This design comes from an exercise in tuning for small area, a short achievable clock period and few clock cycles on the open sky130 flow, not from production work.
The RTL was checked by simulation tests, not by an equivalence proof against the original design.
Power and IR drop assume default switching activity.

==> flow/design.v <==
module c2b_rx (
    input  wire       clk,
    input  wire       rst,           
    input  wire       rx_valid,
    input  wire [8:0] rx_word,
    output wire       rx_ready,
    output wire       out_valid,
    output wire [7:0] out_data,
    output wire       out_sof,
    output wire       out_eof,
    output wire       err_crc,
    output wire       err_overrun
);
    localparam integer K  = 10;           
    localparam integer D  = 26;           
    localparam integer R  = K * D;        
    localparam integer IW = 4;            
    localparam integer PW = 5;            
    function [15:0] crc_byte;
        input [15:0] crc;
        input [7:0]  b;
        integer i;
        reg [15:0] c;
        begin
            c = crc ^ {b, 8'h00};
            for (i = 0; i < 8; i = i + 1)
                c = c[15] ? ((c << 1) ^ 16'h1021) : (c << 1);
            crc_byte = c;
        end
    endfunction
    reg  [7:0]   ring [0:R-1];
    wire [K-1:0] wen;
    reg  [7:0]   pw;             
    genvar gi;
    generate
        for (gi = 0; gi < R; gi = gi + 1) begin : g_ring
            if ((gi % D) == 1) begin : g_tap
                always @(posedge clk)
                    ring[gi] <= wen[gi / D] ? pw : ring[gi - 1];
            end else begin : g_pass
                always @(posedge clk)
                    ring[gi] <= ring[(gi + R - 1) % R];
            end
        end
    endgenerate
    reg        rst_q;
    reg        ready_r;
    reg        ovr_r, crc_r;     
    reg        open;             
    reg  [1:0] hcnt;             
    reg  [8:0] rem;              
    reg        nl;               
    reg        r2;               
    reg        pv;               
    reg        k_t;              
    reg        k_c;              
    reg        k_b;              
    reg        k_g;              
    reg        k_m;              
    reg        k_d;              
    reg [15:0] crc;              
    reg [IW-1:0] ti, ci, hi;     
    reg [PW-1:0] tp, cp, hp;     
    reg  [8:0] occ;              
    reg  [8:0] avail;            
    reg        sp, sp2, anz;     
    reg        ov_r, sof_r, eof_r;
    reg  [7:0] od_r;
    reg  [1:0] ohdr;
    reg  [8:0] ocnt, oend;
    reg        lenq;
    wire alT    = (tp == 0);
    wire alC    = (cp == 0);
    wire alH    = (hp == 0);
    wire t_end  = (tp == D - 1);
    wire c_end  = (cp == D - 1);
    wire a_t    = pv & k_t & alT & sp;         
    wire a_c    = pv & k_c & alC & sp;         
    wire a_b    = pv & k_b;                    
    wire a_g    = a_t & k_g;                   
    wire cons   = a_t | a_c | a_b;
    wire hold   = pv & ~cons;
    wire fire   = anz & alH;
    generate
        for (gi = 0; gi < K; gi = gi + 1) begin : g_wen
            assign wen[gi] = (a_t & (ti == gi)) | (a_c & (ci == gi));
        end
    endgenerate
    reg [7:0] tap_rd;
    integer k;
    always @(*) begin
        tap_rd = 8'd0;
        for (k = 0; k < K; k = k + 1)
            tap_rd = tap_rd | (ring[k * D] & {8{hi == k}});
    end
    function [IW+PW-1:0] pinc;
        input [IW-1:0] i;
        input [PW-1:0] p;
        begin
            if (p == D - 1)
                pinc = {(i == K - 1) ? {IW{1'b0}} : i + 1'b1, {PW{1'b0}}};
            else
                pinc = {i, p + 1'b1};
        end
    endfunction
    wire [IW+PW-1:0] t_inc = pinc(ti, tp);
    wire [IW+PW-1:0] c_inc = pinc(ci, cp);
    wire [IW+PW-1:0] h_inc = pinc(hi, hp);
    wire [IW+PW-1:0] n_t = a_t ? {ti, tp} : a_c ? {ci, cp} : a_b ? c_inc : t_inc;
    wire [IW+PW-1:0] n_c = a_g ? {ti, tp} : c_inc;
    wire [IW+PW-1:0] n_h = fire ? {hi, hp} : h_inc;
    wire n_alT = a_t ? alT : a_c ? alC : a_b ? c_end : t_end;
    wire n_alC = a_g ? alT : c_end;
    wire [8:0] occ_p = occ + 9'd1;
    wire [8:0] occ_m = occ - 9'd1;
    wire [8:0] av_p  = avail + 9'd1;
    wire [8:0] av_m  = avail - 9'd1;
    wire [8:0] n_occ = a_t ? (fire ? occ   : occ_p) :
                       a_c ? (fire ? avail : av_p)  :
                       a_b ? (fire ? av_m  : avail) :
                             (fire ? occ_m : occ);
    wire [8:0] n_avail = a_g ? (fire ? occ : occ_p) : (fire ? av_m : avail);
    wire acc    = rx_valid & ready_r & ~rst;
    wire mk     = rx_word[8];
    wire [7:0] b = rx_word[7:0];
    wire ovr    = ~mk & ~open;
    wire lo_ok  = (b == crc[7:0]) & (pw == crc[15:8]);
    wire n_sp   = (a_t | a_c) ? sp2 : sp;
    wire consX  = (mk & open) ? (n_alC & n_sp) : (ovr | (n_alT & n_sp));
    wire consP  = k_c ? (n_alC & n_sp) : (k_b | (n_alT & n_sp));
    wire n_ready = ~rst & (rst_q | (acc ? consX : (hold ? consP : 1'b1)));
    always @(posedge clk) begin
        rst_q   <= rst;
        ready_r <= n_ready;
        ovr_r   <= acc & ovr;
        crc_r   <= acc & ~mk & nl & ~lo_ok;
        if (acc) begin
            pw  <= b;
            k_m <= mk;
            k_c <= mk & open;
            k_t <= ~(mk & open) & ~(~mk & nl & ~lo_ok);
            k_b <= ~mk & nl & ~lo_ok;
            k_g <= ~mk & nl;
            k_d <= ~mk & ~r2 & ~nl;
            if (mk) begin
                open <= 1'b1; hcnt <= 2'd1; nl <= 1'b0; r2 <= 1'b0;
            end else if (open) begin
                if (nl) begin
                    open <= 1'b0; nl <= 1'b0;
                end else if (hcnt == 2'd1) begin
                    hcnt <= 2'd2;
                end else if (hcnt == 2'd2) begin
                    hcnt <= 2'd3;
                    rem  <= {1'b0, b} + 9'd2;
                    r2   <= (b == 8'd0);
                end else begin
                    rem  <= rem - 9'd1;
                    nl   <= r2;
                    r2   <= (rem == 9'd3);
                end
            end
        end
        if (cons & k_m)
            crc <= crc_byte(16'h0000, pw);
        else if (cons & k_d)
            crc <= crc_byte(crc, pw);
        od_r    <= tap_rd;
        sof_r   <= fire & (ohdr == 2'd0);
        eof_r   <= fire & (ohdr == 2'd3) & (ocnt == oend);
        lenq    <= fire & (ohdr == 2'd2);
        if (lenq) oend <= {1'b0, od_r} + 9'd4;
        ov_r    <= fire & ~rst & ~rst_q;
        if (rst_q) begin
            pv    <= 1'b0;
            open  <= 1'b0;
            nl    <= 1'b0;
            r2    <= 1'b0;
            hcnt  <= 2'd0;
            ti <= 0; tp <= 0; ci <= 0; cp <= 0; hi <= 0; hp <= 0;
            occ   <= 9'd0;
            avail <= 9'd0;
            sp    <= 1'b1;
            sp2   <= 1'b1;
            anz   <= 1'b0;
            ohdr  <= 2'd0;
            ocnt  <= 9'd0;
            oend  <= 9'd0;
        end else begin
            pv    <= (acc & ~ovr) | hold;
            {ti, tp} <= n_t;
            {ci, cp} <= n_c;
            {hi, hp} <= n_h;
            occ   <= n_occ;
            avail <= n_avail;
            sp    <= (n_occ <= R - 1);
            sp2   <= (n_occ <= R - 2);
            anz   <= (n_avail != 9'd0);
            if (fire) begin
                if (ohdr == 2'd3) begin
                    if (ocnt == oend) ohdr <= 2'd0;
                    ocnt <= ocnt + 9'd1;
                end else begin
                    ohdr <= ohdr + 2'd1;
                    ocnt <= {7'd0, ohdr} + 9'd1;
                end
            end
        end
    end
    assign rx_ready    = ready_r;
    assign out_valid   = ov_r;
    assign out_data    = od_r;
    assign out_sof     = sof_r;
    assign out_eof     = eof_r;
    assign err_overrun = ovr_r;
    assign err_crc     = crc_r;
endmodule
==> flow/run.sh <==
#!/bin/bash
# synth_recipe.tcl (not shown) runs the flow's synth.tcl, then flattens the netlist and writes it again
# the make line also repeats each setting of config.mk as NAME=value (left out here)
make -C /OpenROAD-flow-scripts/flow DESIGN_CONFIG=/design/flow/config.mk WORK_HOME=/design/flow/orfs CLKGATE_MAP_FILE= SYNTH_SCRIPT=/design/flow/synth_recipe.tcl finish
==> flow/config.mk <==
export PLATFORM = sky130hd
export DESIGN_NAME = c2b_rx
export DESIGN_NICKNAME = c2b_rx
export VERILOG_FILES = /design/flow/design.v
export SDC_FILE = /design/flow/constraint.sdc
export NUM_CORES = 4
export LEC_CHECK = 0
export CAP_MARGIN = 20
export CORE_MARGIN = 2
export CORE_UTILIZATION = 40
export PLACE_DENSITY = 0.6
export SETUP_SLACK_MARGIN = 5
export SLEW_MARGIN = 20
==> flow/constraint.sdc <==
create_clock -name core_clock -period 9.0 [get_ports {clk}]
set_input_delay 1.8000 -clock core_clock [delete_from_list [all_inputs] [get_ports {clk}]]
set_output_delay 1.8000 -clock core_clock [all_outputs]
set_load 0.01 [all_outputs]
==> results.py, run 1 <==
metrics = {
    "yosys": {
        "yosysSeqAreaShare_pct": 88.0,
        "synth-edff-count": 39,
        "ys_types": 78,
        "synth_area_um2": 50700,
        "avgSynthCellArea_um2": 16.3,
        "ys.flop_type": "dfxtp_1",
        "syn-instance-count": 3102,
        "syn_nets": 3135,
        "ys_async_sr_fraction_pct": 0,
        "synth_warnings": 2,
        "ys_ff_latch": 2209,
    },
    "floorplanning": {
        "dieHeight_um": 360,
        "die_w_um": 360,
        "dieArea_um2": 130000,
        "core-area_um2": 126000,
        "row_count": 130,
        "io_pins": 26,
        "start_util_pct": 40.3,
    },
    "sta": {
        "setup_viol": 0,
        "rsz0062_at_grt": "no",
        "skew_ns": 0.0259,
        "fin_crit_ns": 3.76,
        "timing.fmax_mhz": 266,
        "fin_crit_sh_pct": 41.8,
        "worstMarginPinSlew_ns": 1.02,
        "max-slew-margin-rel_pct": 31.8,
        "slew_viol_final": 0,
        "finalHoldViolCount": 0,
        "fin_tns_setup_ns": 0,
    },
    "critical_path": {
        "arrival_ns": 1.96,
        "slowest_stage": "clkdlybuf4s50_1",
        "crit_chain": "clkdlybuf4s50_1",
        "setup.worst_path.class": "flop to output pin",
        "start_kind": "flop",
        "end_kind": "output pin",
        "cp.required_ns": 7.20,
        "cpPeakStageDelay_ns": 0.63,
        "worstPathMaxFanout": 4,
        "crit_family": "buffers and inverters",
        "crit_cells": 1,
        "reg2reg_depth": 7,
        "crit_buf_inv": 1,
    },
    "clock_tree": {
        "htreeDepth": 4,
        "cts.reportedPaths.clkPinSlew_ns": 0.07,
        "clk_latency_ns": 0.79,
        "post_cts_buffers": 0,
        "cts_tree": "built",
        "cts-root-buf": "clkbuf_16",
        "cts.sinks": 2209,
        "cts.repair.resized": 0,
        "numCtsBuffers": 186,
        "clk_path_buf_depth": 3,
        "cts-hold-fix-buffers": 0,
    },
    "grt": {
        "antenna_found_initial": 7,
        "grt_max_degree": 72,
        "grt_usage_pct": 11.3,
        "grt_pass1_vias": 20600,
        "grt_pass1_wl_um": 113000,
        "overflow": 0,
    },
    "placed_design": {
        "placed_cells": 4716,
        "place_area_um2": 52800,
        "gp_congestion": 0.857,
        "place.detailed.hpwl_um": 44000,
        "port-buffer-count": 25,
    },
    "flow_run": {
        "drv_cap": 0,
    },
    "route": {
        "drc_errors": 0,
        "postRouteAntennaNets": 0,
        "vias_per_cell": 4.16,
        "wl_um": 71900,
        "dr.pass1.iters": 5,
        "vias": 21100,
        "drtIter0Drc": 1235,
        "wl_per_cell_um": 14.2,
    },
    "finish": {
        "layout_commonest_cell": "dfxtp_1",
        "final_cells": 5063,
        "area_growth_pct": 16.5,
        "nets": 3287,
        "drive_above_1_share_pct": 12.3,
        "layout_common_cells": "2169 x dfxtp_1, 188 x clkbuf_16, 94 x nor2_1, 89 x mux2_2, 81 x nand2_1",
        "fin_area_um2": 59000,
    },
    "power": {
        "powerDensity_nw_per_um2": 312,
        "p_leak_nw": 23.2,
        "vdd_drop_max_v": 0.000183,
    },
    "hold_path": {
        "hold_path_depth": 0,
        "hp-class": "flop to flop",
    },
    "status": {
        "status": "timing/DRC/antenna clean",
    },
}
## layout make-up
| class | instances | area [um^2] |
|---|---|---|
| diodes | 4 | 10.0 |
| clock buffers | 274 | 5370 |
| clock inverters | 69 | 851 |
| fillers | 10700 | 66700 |
| inverters | 27 | 101 |
| multi-input cells | 794 | 5710 |
| flip-flops and latches | 2209 | 44600 |
| well taps | 1650 | 2060 |
| repair buffers | 36 | 333 |
## cells in the mapped netlist (26+ instances only)
cell type | number | share of area, %
mux2_2 | 89 | 2.0
xor2_1 | 62 | 1.1
inv_1 | 26 | 0.19
dfxtp_1 | 2170 | 86
nand2_1 | 81 | 0.60
edfxtp_1 | 39 | 2.3
clkbuf_1 | 57 | 0.42
nand3_1 | 32 | 0.32
nor2_1 | 94 | 0.70
a21oi_1 | 44 | 0.43
nor3_1 | 28 | 0.28
o21ai_0 | 39 | 0.39
xnor2_1 | 58 | 1.0
## routing by layer
layer	GRT usage, %	share of wire (%)
met1	15.7	50
met5	0	0
met2	16.3	42
met3	2.80	4.6
met4	5.54	3.5
## where the power goes
group	total (W)	switching [W]	internal, W
clock network	0.00785	0.00340	0.00445
registers	0.00999	0.000102	0.00989
logic	0.000605	0.000346	0.000259
total	0.0185	0.00385	0.0146
## flip-flops by register name (all words and copies together) (netlist names), 8 cells and up
register / flops
ring: 2080
crc: 16
avail: 9
occ: 9
ocnt: 9
oend: 9
rem: 9
od_r: 8
pw: 8
## path summary, 6_finish.rpt
kind | startpoint | end | slack, ns
max reg2reg | tp[0] | ring[183][2] | 5.72
min reg2reg | ring[257][2] | ring[258][2] | 0.31
max | od_r[4] | out_data[4] | 5.24
min | ring[257][2] | ring[258][2] | 0.31
## cell families (layout without fill, tap and decap cells)
group	Yosys count	in the layout	synth area share, %
DFF	2209	2209	88.0
buffers and inverters	99	406	0.795
and+or+nand+nor	342	342	3.36
xor gates and xnor gates	120	120	2.07
other	0	4	0
muxes	114	114	2.54
adders and majority gates	21	21	0.518
AOI/OAI and AO/OA	197	197	2.69
## per-stage QoR
step / total power, W / hold WS [ns] / setup slack (ns) / util, %
global route: 0.0192 / 0.316 / 5.17 / 47.0
CTS: 0.0187 / 0.307 / 5.16 / 46.9
floorplan: 0.0107 / 0.310 / 5.20 / -
global placement: 0.0108 / 0.309 / 5.36 / 42.0
finish: 0.0185 / 0.305 / 5.24 / 47.0
detailed placement: 0.0108 / 0.312 / 5.29 / 42.0
Testbench counts, summed over its fixed seeds: cycles 66,990.
==> run 2, diff against run 1 <==
--- a/flow/config.mk
+++ b/flow/config.mk
@@ -9,5 +9,4 @@
 export CORE_MARGIN = 2
 export CORE_UTILIZATION = 40
 export PLACE_DENSITY = 0.6
-export SETUP_SLACK_MARGIN = 5
 export SLEW_MARGIN = 20
==> results.py, run 2 <==
metrics = {
    "status": {
        "status": "timing/DRC/antenna clean",
    },
    "sta": {
        "setup_viol": 0,
        "timing.fmax_mhz": 267,
        "skew_ns": 0.0254,
        "worstMarginPinSlew_ns": 1.03,
        "slew_viol_final": 0,
        "max-slew-margin-rel_pct": 31.1,
        "fin_crit_ns": 3.74,
        "holdWs_ns": 0.303,
        "finalWorstSetupSlack_ns": 5.26,
        "finalHoldViolCount": 0,
        "rsz0062_at_grt": "no",
        "fin_crit_sh_pct": 41.6,
        "fin_tns_setup_ns": 0,
    },
    "route": {
        "drtIter0Drc": 1125,
        "postRouteAntennaNets": 0,
        "vias_per_cell": 4.13,
        "vias": 21000,
        "wl_um": 71800,
        "wl_per_cell_um": 14.2,
        "drc_errors": 0,
        "dr.pass1.iters": 5,
    },
    "yosys": {
        "synth.largest_area_cell": "dfxtp_1",
        "syn_nets": 3135,
        "post-synth-top-count-cell": "dfxtp_1",
        "ys.flop_type": "dfxtp_1",
        "synth_area_um2": 50700,
        "synthTopCellsByArea": "dfxtp_1 86%, edfxtp_1 2.3%, mux2_2 2.0%, xor2_1 1.1%, xnor2_1 1.0%",
        "avgSynthCellArea_um2": 16.3,
        "syn-instance-count": 3102,
        "synthTopCellsByCount": "2170 x dfxtp_1, 94 x nor2_1, 89 x mux2_2, 81 x nand2_1, 62 x xor2_1",
        "ys_ff_latch": 2209,
        "yosysSeqAreaShare_pct": 88.0,
        "synth-edff-count": 39,
        "ys_types": 78,
        "synth_warnings": 2,
        "ys_async_sr_fraction_pct": 0,
        "synth_top_area_share_pct": 85.7,
    },
    "grt": {
        "gr-max-usage-layer": "met2",
        "grt_usage_pct": 11.2,
        "grt_use_met2_pct": 16.4,
        "antenna_found_initial": 7,
        "grt_max_degree": 72,
        "met3_usage_pct": 2.81,
        "grt_pass1_wl_um": 112000,
        "overflow": 0,
        "grt_pass1_vias": 20600,
        "met1_usage_pct": 15.6,
    },
    "finish": {
        "fin_util_pct": 47.1,
        "regMostFlops": "ring",
        "drive_above_1_share_pct": 12.6,
        "fillers": 10700,
        "nets": 3290,
        "layout_commonest_cell": "dfxtp_1",
        "fin_area_um2": 59300,
        "layout_common_cells": "2169 x dfxtp_1, 193 x clkbuf_16, 94 x nor2_1, 89 x mux2_2, 81 x nand2_1",
        "largest_reg_flops": 2080,
        "top_regs": "ring (2080), crc (16)",
        "area_growth_pct": 16.9,
    },
    "critical_path": {
        "crit_chain": "clkdlybuf4s50_1",
        "cpPeakStageDelay_ns": 0.66,
        "cp.required_ns": 7.20,
        "crit_family": "buffers and inverters",
        "end_kind": "output pin",
        "arrival_ns": 1.94,
        "setup.worst_path.class": "flop to output pin",
        "worstPathMaxFanout": 4,
        "slowest_stage": "clkdlybuf4s50_1",
        "crit_buf_inv": 1,
        "start_kind": "flop",
    },
    "floorplanning": {
        "dieHeight_um": 360,
        "die_w_um": 360,
        "start_util_pct": 40.3,
        "core-area_um2": 126000,
        "io_pins": 26,
        "dieArea_um2": 130000,
        "row_count": 130,
    },
    "clock_tree": {
        "clk_path_buf_depth": 3,
        "cts-root-buf": "clkbuf_16",
        "clk_latency_ns": 0.77,
        "cts.repair.resized": 0,
        "numCtsBuffers": 189,
        "htreeDepth": 4,
        "cts-hold-fix-buffers": 0,
        "post_cts_buffers": 0,
        "cts.reportedPaths.clkPinSlew_ns": 0.06,
        "cts.sinks": 2209,
        "cts_tree": "built",
    },
    "power": {
        "vdd_drop_max_v": 0.000179,
        "powerDensity_nw_per_um2": 315,
        "p_leak_nw": 23.3,
    },
    "flow_run": {
        "drv_cap": 0,
    },
    "placed_design": {
        "place_worst_setup_slack_ns": 5.29,
        "port-buffer-count": 25,
        "place_area_um2": 52800,
        "place.detailed.hpwl_um": 43800,
        "gp_congestion": 0.820,
    },
    "hold_path": {
        "hp-class": "flop to flop",
    },
}
[run 2: final timing paths]
path,from,to,slack [ns],cells after the start
setup reg to reg,tp[0],ring[183][7],5.74,7
hold reg to reg,ring[231][3],ring[232][3],0.30,0
hold / removal,ring[231][3],ring[232][3],0.30,0
setup / recovery,od_r[4],out_data[4],5.26,1
[run 2: through the flow]
step	instances	total power [W]
2_1_floorplan	3102	0.0107
3_3_place_gp	4716	0.0108
3_5_place_dp	4716	0.0108
4_1_cts	5065	0.0189
5_1_grt	5065	0.0194
6_report	5072	0.0187
[run 2: cells by family (layout without fill, tap and decap cells)]
group	Yosys count	count (layout)	share of synthesized area (%)
DFF	2209	2209	88.0
other	0	7	0
adders and majority gates	21	21	0.518
and+or+nand+nor	342	342	3.36
xor gates and xnor gates	120	120	2.07
buffers and inverters	99	412	0.795
muxes	114	114	2.54
AOI/OAI and AO/OA	197	197	2.69
[run 2: layer usage]
| layer | vias to the layer above | wire length, um |
|---|---|---|
| li1 | 10500 | - |
| met5 | - | 0 |
| met1 | 9935 | 36700 |
| met2 | 381 | 29700 |
| met3 | 163 | 3150 |
| met4 | 0 | 2340 |
[run 2: layout make-up]
type | instances | area, um^2 | share of cell area [%]
Sequential cell | 2209 | 44600 | 75.3
Multi-Input combinational cell | 794 | 5700 | 9.63
Clock buffer | 282 | 5650 | 9.54
Tap cell | 1650 | 2060 | 3.48
Clock inverter | 67 | 772 | 1.30
Timing Repair Buffer | 36 | 333 | 0.562
Inverter | 27 | 101 | 0.171
Antenna cell | 7 | 17.5 | 0.0296
[run 2: report_power, final]
| group | switching [W] | total, W | internal [W] |
|---|---|---|---|
| sequential | 0.000108 | 0.0100 | 0.00989 |
| clock | 0.00338 | 0.00807 | 0.00469 |
| combinational | 0.000345 | 0.000602 | 0.000257 |

[port drivers added, routing unchanged]
Ports are ideal in the flow. The routed layouts listed here were re-timed in OpenROAD. Step 1 (the two cells are an assumption about what drives the block):
set clk [get_ports {clk}]
set_driving_cell -lib_cell sky130_fd_sc_hd__clkbuf_16 $clk
set_driving_cell -lib_cell sky130_fd_sc_hd__buf_2 [delete_from_list [all_inputs] $clk]
Step 2, shift: input delay + t, output delay - t, t = (earliest + latest rising clock arrival at the registers) / 2. This alone moves slack from input paths to output paths. Three values: ideal, step 1, step 2; two values: the first two.
run | t (ns) | setup slack, ns | latest minus earliest clock arrival (ns)
run 1 | 0.843 | 5.241 / 5.169 / 5.248 | 0.032 / 0.032
run 2 | 0.824 | 5.259 / 5.193 / 5.260 | 0.030 / 0.030
After both steps setup and hold are still met in every run listed.
